Context: an optimization exercise on an open-source flow, tuned for small area and few clock cycles. The choices shown serve that exercise and are no tape-out recipe. Only simulation tests tie the RTL to the original design; equivalence was not proved. Power figures rest on the tool's default switching activity, not on a simulated workload.

==> inputs of job 6438 <==
==> flow/design.v <==
module dr1363_encoder (
    input  wire        clk,
    input  wire        rst,         
    input  wire        cmd_valid,
    output wire        cmd_ready,
    input  wire [7:0]  cmd_addr,
    input  wire [7:0]  cmd_cid1,
    input  wire [7:0]  cmd_cid2,
    input  wire [11:0] cmd_len,
    input  wire        info_valid,
    output wire        info_ready,
    input  wire [7:0]  info_data,
    output reg         out_valid,
    input  wire        out_ready,
    output reg  [7:0]  out_data,
    output wire        out_last,
    output reg         res_valid,
    output wire [7:0]  res_code,
    output wire [7:0]  res_info
);
    localparam [1:0] P_HDR   = 2'd0;    
    localparam [1:0] P_INFO  = 2'd1;
    localparam [1:0] P_TAIL  = 2'd2;    
    localparam [1:0] P_DRAIN = 2'd3;    
    reg [1:0]  phase;
    reg [3:0]  pos;
    reg [7:0]  addr, cid1, cid2;
    reg [11:0] len;
    reg [15:0] nsum;          
    reg        res_bad;
    wire out_free = !out_valid || out_ready;
    wire in_hdr   = (phase == P_HDR);
    wire in_info  = (phase == P_INFO);
    wire in_tail  = (phase == P_TAIL);
    wire in_drain = (phase == P_DRAIN);
    wire at_start = in_hdr && (pos == 4'd0);
    assign out_last = at_start;
    assign res_code = {res_bad, 5'b00000, res_bad, res_bad};
    assign res_info = {7'd0, res_bad};
    assign cmd_ready  = at_start && out_free;
    assign info_ready = (in_info && out_free) || in_drain;
    wire [12:0] lb;
    wire [11:0] len_dec;
    assign lb[0] = 1'b1;
    genvar i;
    generate for (i = 0; i < 12; i = i + 1) begin : g_dec
        assign len_dec[i] = len[i] ^ lb[i];
        assign lb[i+1]    = lb[i] & ~len[i];
    end endgenerate
    wire [4:0] pc;
    wire [3:0] pos_inc;
    assign pc[0] = 1'b1;
    generate for (i = 0; i < 4; i = i + 1) begin : g_inc
        assign pos_inc[i] = pos[i] ^ pc[i];
        assign pc[i+1]    = pc[i] & pos[i];
    end endgenerate
    wire [4:0] c1, c2;
    wire [3:0] s1, s2;
    assign c1[0] = 1'b0;
    assign c2[0] = 1'b0;
    generate for (i = 0; i < 4; i = i + 1) begin : g_lchk
        assign s1[i]   = len[i] ^ len[4+i] ^ c1[i];
        assign c1[i+1] = (len[i] & len[4+i]) | (c1[i] & (len[i] ^ len[4+i]));
        assign s2[i]   = s1[i] ^ len[8+i] ^ c2[i];
        assign c2[i+1] = (s1[i] & len[8+i]) | (c2[i] & (s1[i] ^ len[8+i]));
    end endgenerate
    wire [3:0] lchk = ~s2 + 4'd1;
    wire len_zero = (len == 12'd0);
    wire len_one  = (len == 12'd1);
    reg [3:0] nib;
    always @(*) begin
        if (in_tail) begin
            case (len[1:0])
                2'b00:   nib = nsum[15:12];
                2'b11:   nib = nsum[11:8];
                2'b10:   nib = nsum[7:4];
                default: nib = nsum[3:0];
            endcase
        end else begin
            case (pos)
                4'd3:    nib = addr[7:4];
                4'd4:    nib = addr[3:0];
                4'd5:    nib = cid1[7:4];
                4'd6:    nib = cid1[3:0];
                4'd7:    nib = cid2[7:4];
                4'd8:    nib = cid2[3:0];
                4'd9:    nib = lchk;
                4'd10:   nib = len[11:8];
                4'd11:   nib = len[7:4];
                default: nib = len[3:0];
            endcase
        end
    end
    wire       letter = nib[3] & (nib[2] | nib[1]);
    wire [2:0] lo3    = letter ? (nib[2:0] - 3'd1) : nib[2:0];
    wire [7:0] hexch  = {1'b0, letter, ~letter, ~letter, nib[3] & ~letter, lo3};
    reg [7:0] ch;
    always @(*) begin
        if (in_info)
            ch = info_data;
        else if (in_tail && len[2] && !len[0] && !len[1])
            ch = 8'h0D;
        else if (at_start)
            ch = 8'h7E;
        else if (in_hdr && (pos == 4'd1 || pos == 4'd2))
            ch = 8'h32;
        else
            ch = hexch;
    end
    wire [16:0] sc;
    wire [15:0] nsum_sub;
    assign sc[0] = 1'b1;
    generate for (i = 0; i < 16; i = i + 1) begin : g_sum
        wire b = (i < 8) ? ~ch[i] : 1'b1;
        assign nsum_sub[i] = nsum[i] ^ b ^ sc[i];
        assign sc[i+1]     = (nsum[i] & b) | (sc[i] & (nsum[i] ^ b));
    end endgenerate
    always @(posedge clk) begin
        if (rst) begin
            phase     <= P_HDR;
            pos       <= 4'd0;
            out_valid <= 1'b0;
            res_valid <= 1'b0;
            res_bad   <= 1'b0;
        end else begin
            res_valid <= out_valid && out_ready && out_last;
            res_bad   <= 1'b0;
            if (out_valid && out_ready)
                out_valid <= 1'b0;
            case (phase)
                P_HDR: begin
                    if (out_free && (pos != 4'd0 || cmd_valid)) begin
                        if (pos == 4'd0) begin
                            addr <= cmd_addr;
                            cid1 <= cmd_cid1;
                            cid2 <= cmd_cid2;
                            len  <= cmd_len;
                        end
                        if (pos == 4'd0 && cmd_len[0]) begin
                            phase <= P_DRAIN;
                        end else begin
                            out_valid <= 1'b1;
                            out_data  <= ch;
                            nsum      <= (pos == 4'd0) ? 16'd0 : nsum_sub;
                            if (pos == 4'd12) begin
                                pos   <= 4'd0;
                                phase <= len_zero ? P_TAIL : P_INFO;
                            end else begin
                                pos <= pos_inc;
                            end
                        end
                    end
                end
                P_INFO: begin
                    if (out_free && info_valid) begin
                        out_valid <= 1'b1;
                        out_data  <= ch;
                        nsum      <= nsum_sub;
                        len       <= len_dec;
                        if (len_one)
                            phase <= P_TAIL;
                    end
                end
                P_TAIL: begin
                    if (out_free) begin
                        out_valid <= 1'b1;
                        out_data  <= ch;
                        len       <= len_dec;
                        if (len[2] && !len[1] && !len[0])
                            phase <= P_HDR;
                    end
                end
                default: begin  
                    if (info_valid) begin
                        len <= len_dec;
                        if (len_one) begin
                            phase     <= P_HDR;
                            res_valid <= 1'b1;
                            res_bad   <= 1'b1;
                        end
                    end
                end
            endcase
        end
    end
endmodule
==> flow/run.sh <==
#!/bin/bash
# synth_recipe.tcl (not shown) runs the flow's synth.tcl, then flattens the netlist and writes it again
# the make line also repeats each setting of config.mk as NAME=value (left out here)
make -C /OpenROAD-flow-scripts/flow DESIGN_CONFIG=/design/flow/config.mk WORK_HOME=/design/flow/orfs CLKGATE_MAP_FILE= SYNTH_SCRIPT=/design/flow/synth_recipe.tcl finish
==> flow/config.mk <==
export PLATFORM = sky130hd
export DESIGN_NAME = dr1363_encoder
export DESIGN_NICKNAME = dr1363_encoder
export VERILOG_FILES = /design/flow/design.v
export SDC_FILE = /design/flow/constraint.sdc
export NUM_CORES = 4
export LEC_CHECK = 0
export CAP_MARGIN = 20
export CORE_MARGIN = 2
export CORE_UTILIZATION = 40
export PLACE_DENSITY = 0.6
export SLEW_MARGIN = 20
==> flow/constraint.sdc <==
create_clock -name core_clock -period 8.0 [get_ports {clk}]
set_input_delay 1.6000 -clock core_clock [delete_from_list [all_inputs] [get_ports {clk}]]
set_output_delay 1.6000 -clock core_clock [all_outputs]
set_load 0.01 [all_outputs]
==> job 1590 (differences from job 6438) <==
==> flow/design.v (replaced) <==
module dr1363_encoder (
    input  wire        clk,
    input  wire        rst,         
    input  wire        cmd_valid,
    output wire        cmd_ready,
    input  wire [7:0]  cmd_addr,
    input  wire [7:0]  cmd_cid1,
    input  wire [7:0]  cmd_cid2,
    input  wire [11:0] cmd_len,
    input  wire        info_valid,
    output wire        info_ready,
    input  wire [7:0]  info_data,
    output wire        out_valid,
    input  wire        out_ready,
    output reg  [7:0]  out_data,
    output wire        out_last,
    output reg         res_valid,
    output wire [7:0]  res_code,
    output wire [7:0]  res_info
);
    localparam [1:0] P_HDR   = 2'd0;    
    localparam [1:0] P_INFO  = 2'd1;    
    localparam [1:0] P_TAIL  = 2'd2;    
    localparam [1:0] P_DRAIN = 2'd3;    
    reg [1:0]  phase;
    reg [3:0]  pos;
    reg [7:0]  addr, cid1, cid2;    
    reg [11:0] len;
    reg [15:0] nsum;                
    reg        res_bad;
    wire in_hdr   = (phase == P_HDR);
    wire in_info  = (phase == P_INFO);
    wire in_tail  = (phase == P_TAIL);
    wire in_drain = (phase == P_DRAIN);
    wire idle     = in_hdr && (pos == 4'd0);
    wire hdr_end  = in_hdr && (pos == 4'd13);
    wire is_cr    = in_tail && len[2] && !len[1] && !len[0];
    assign out_valid = (in_hdr && !idle) || in_tail || (in_info && pos[0]);
    assign out_last  = is_cr;
    assign res_code  = {res_bad, 5'b00000, res_bad, res_bad};
    assign res_info  = {7'd0, res_bad};
    wire take     = out_valid && out_ready;
    wire len_zero = (len == 12'd0);
    wire len_one  = (len == 12'd1);
    assign cmd_ready = idle || (is_cr && out_ready);
    wire   cmd_take  = cmd_ready && cmd_valid;
    wire   info_slot  = ((hdr_end && out_ready) || (in_info && (!pos[0] || out_ready))) && !len_zero;
    assign info_ready = info_slot || in_drain;
    wire   info_take  = info_slot && info_valid;
    genvar i;
    wire [12:0] lb;
    wire [11:0] len_dec;
    assign lb[0] = 1'b1;
    generate for (i = 0; i < 12; i = i + 1) begin : g_dec
        assign len_dec[i] = len[i] ^ lb[i];
        assign lb[i+1]    = lb[i] & ~len[i];
    end endgenerate
    wire [4:0] pc;
    wire [3:0] pos_inc;
    assign pc[0] = 1'b1;
    generate for (i = 0; i < 4; i = i + 1) begin : g_inc
        assign pos_inc[i] = pos[i] ^ pc[i];
        assign pc[i+1]    = pc[i] & pos[i];
    end endgenerate
    wire [4:0] c1, c2;
    wire [3:0] s1, s2;
    assign c1[0] = 1'b0;
    assign c2[0] = 1'b0;
    generate for (i = 0; i < 4; i = i + 1) begin : g_lchk
        assign s1[i]   = len[i] ^ len[4+i] ^ c1[i];
        assign c1[i+1] = (len[i] & len[4+i]) | (c1[i] & (len[i] ^ len[4+i]));
        assign s2[i]   = s1[i] ^ len[8+i] ^ c2[i];
        assign c2[i+1] = (s1[i] & len[8+i]) | (c2[i] & (s1[i] ^ len[8+i]));
    end endgenerate
    wire [3:0] lchk = ~s2 + 4'd1;
    reg [3:0] nib;
    always @(*) begin
        if (in_tail) begin
            case (len[1:0])
                2'b00:   nib = nsum[15:12];
                2'b11:   nib = nsum[11:8];
                2'b10:   nib = nsum[7:4];
                default: nib = nsum[3:0];
            endcase
        end else begin
            case (pos)
                4'd4:    nib = addr[7:4];
                4'd5:    nib = addr[3:0];
                4'd6:    nib = cid1[7:4];
                4'd7:    nib = cid1[3:0];
                4'd8:    nib = cid2[7:4];
                4'd9:    nib = cid2[3:0];
                4'd10:   nib = lchk;
                4'd11:   nib = len[11:8];
                4'd12:   nib = len[7:4];
                default: nib = len[3:0];
            endcase
        end
    end
    wire       letter = nib[3] & (nib[2] | nib[1]);
    wire [2:0] lo3    = letter ? (nib[2:0] - 3'd1) : nib[2:0];
    wire [7:0] hexch  = {1'b0, letter, ~letter, ~letter, nib[3] & ~letter, lo3};
    always @(*) begin
        if (in_info)
            out_data = addr;
        else if (is_cr)
            out_data = 8'h0D;
        else if (in_hdr && pos == 4'd1)
            out_data = 8'h7E;
        else if (in_hdr && (pos == 4'd2 || pos == 4'd3))
            out_data = 8'h32;
        else
            out_data = hexch;
    end
    wire [16:0] sc;
    wire [15:0] nsum_sub;
    assign sc[0] = 1'b1;
    generate for (i = 0; i < 16; i = i + 1) begin : g_sum
        wire b = (i < 8) ? ~out_data[i] : 1'b1;
        assign nsum_sub[i] = nsum[i] ^ b ^ sc[i];
        assign sc[i+1]     = (nsum[i] & b) | (sc[i] & (nsum[i] ^ b));
    end endgenerate
    always @(posedge clk) begin
        if (rst) begin
            phase     <= P_HDR;
            pos       <= 4'd0;
            res_valid <= 1'b0;
            res_bad   <= 1'b0;
        end else begin
            res_valid <= is_cr && out_ready;
            res_bad   <= 1'b0;
            if (cmd_take) begin
                addr <= cmd_addr;
                cid1 <= cmd_cid1;
                cid2 <= cmd_cid2;
            end else if (info_take) begin
                addr <= info_data;
            end
            if (take && !in_tail)
                nsum <= (pos == 4'd1 && in_hdr) ? 16'd0 : nsum_sub;
            if (cmd_take)
                len <= cmd_len;
            else if (info_take || (in_tail && out_ready) || (in_drain && info_valid))
                len <= len_dec;
            case (phase)
                P_HDR: begin
                    if (idle) begin
                        if (cmd_valid) begin
                            if (cmd_len[0])
                                phase <= P_DRAIN;
                            else
                                pos <= 4'd1;
                        end
                    end else if (out_ready) begin
                        if (hdr_end) begin
                            phase <= len_zero ? P_TAIL : P_INFO;
                            pos   <= {3'd0, info_take};
                        end else begin
                            pos <= pos_inc;
                        end
                    end
                end
                P_INFO: begin
                    if (!pos[0] || out_ready) begin
                        pos <= {3'd0, info_take};
                        if (pos[0] && len_zero)
                            phase <= P_TAIL;
                    end
                end
                P_TAIL: begin
                    if (is_cr && out_ready) begin
                        if (cmd_valid && cmd_len[0]) begin
                            phase <= P_DRAIN;
                            pos   <= 4'd0;
                        end else begin
                            phase <= P_HDR;
                            pos   <= {3'd0, cmd_valid};
                        end
                    end
                end
                default: begin  
                    if (info_valid && len_one) begin
                        phase     <= P_HDR;
                        pos       <= 4'd0;
                        res_valid <= 1'b1;
                        res_bad   <= 1'b1;
                    end
                end
            endcase
        end
    end
endmodule
==> results.txt <==
                                                                        job 6438                 job 1590
Worst-Skew Late Latency                                                  0.36 ns                  0.35 ns
Die width                                                                 109 um                   106 um
Starting density of the core                                               40.8%                    40.8%
Largest net degree at the start of global routing                             27                       36
Seq/total area                                                             36.0%                    33.8%
Sequential cell area                                                    1980 um2                 1720 um2
Combined area of the multi-input logic cells                            2210 um2                 2160 um2
Worst hold slack                                                        0.549 ns                 0.519 ns
Post-route setup slack                                                  0.284 ns                 0.379 ns
DR iter-0 viols                                                              203                      246
CP Max Fanout                                                                  2                        4
Outcome                                                  complete, no violations  complete, no violations
Post-detailed-route wirelength per cell                                  16.0 um                  16.8 um
Register bit total from synthesis                                             69                       60
Capture instance of the worst register-to-register path                 nsum[15]                 nsum[15]
Rel. slew slack                                                            42.8%                    41.1%
Proportion of total power due to net switching                             39.5%                    39.3%
Post-layout nets                                                             567                      553
Reg2reg path depth                                                            31                       34
Int Pwr                                                                0.00129 W                0.00104 W
Testbench counts of job 6438, summed over its fixed seeds: cycles 175,333.
Testbench counts of job 1590, summed over its fixed seeds: cycles 175,333.

[port drivers added, routing unchanged]
The flow's constraints put no driver on any port. The routed layouts listed below were extracted and timed again, unchanged, in two steps. Step 1 assumes that a clkbuf_16 drives the clock port and a buf_2 every other input. Step 2 times the ports against the registers' clock, not the clock port: input delays grow and output delays shrink by t, the midpoint of the rising clock arrivals with the driver on. Three values: ideal ports, drivers, drivers and shift; two values: the first two.
run | shift t [ns] | setup slack, ns | latest minus earliest clock arrival (ns) | slew at the worst register clock pin (ns)
job 6438 | 0.387 | 0.284 / 0.284 / 0.284 | 0.016 / 0.016 | 0.09 / 0.09
job 1590 | 0.379 | 0.379 / 0.379 / 0.379 | 0.010 / 0.010 | 0.08 / 0.08
After both steps every run listed still meets setup and hold.
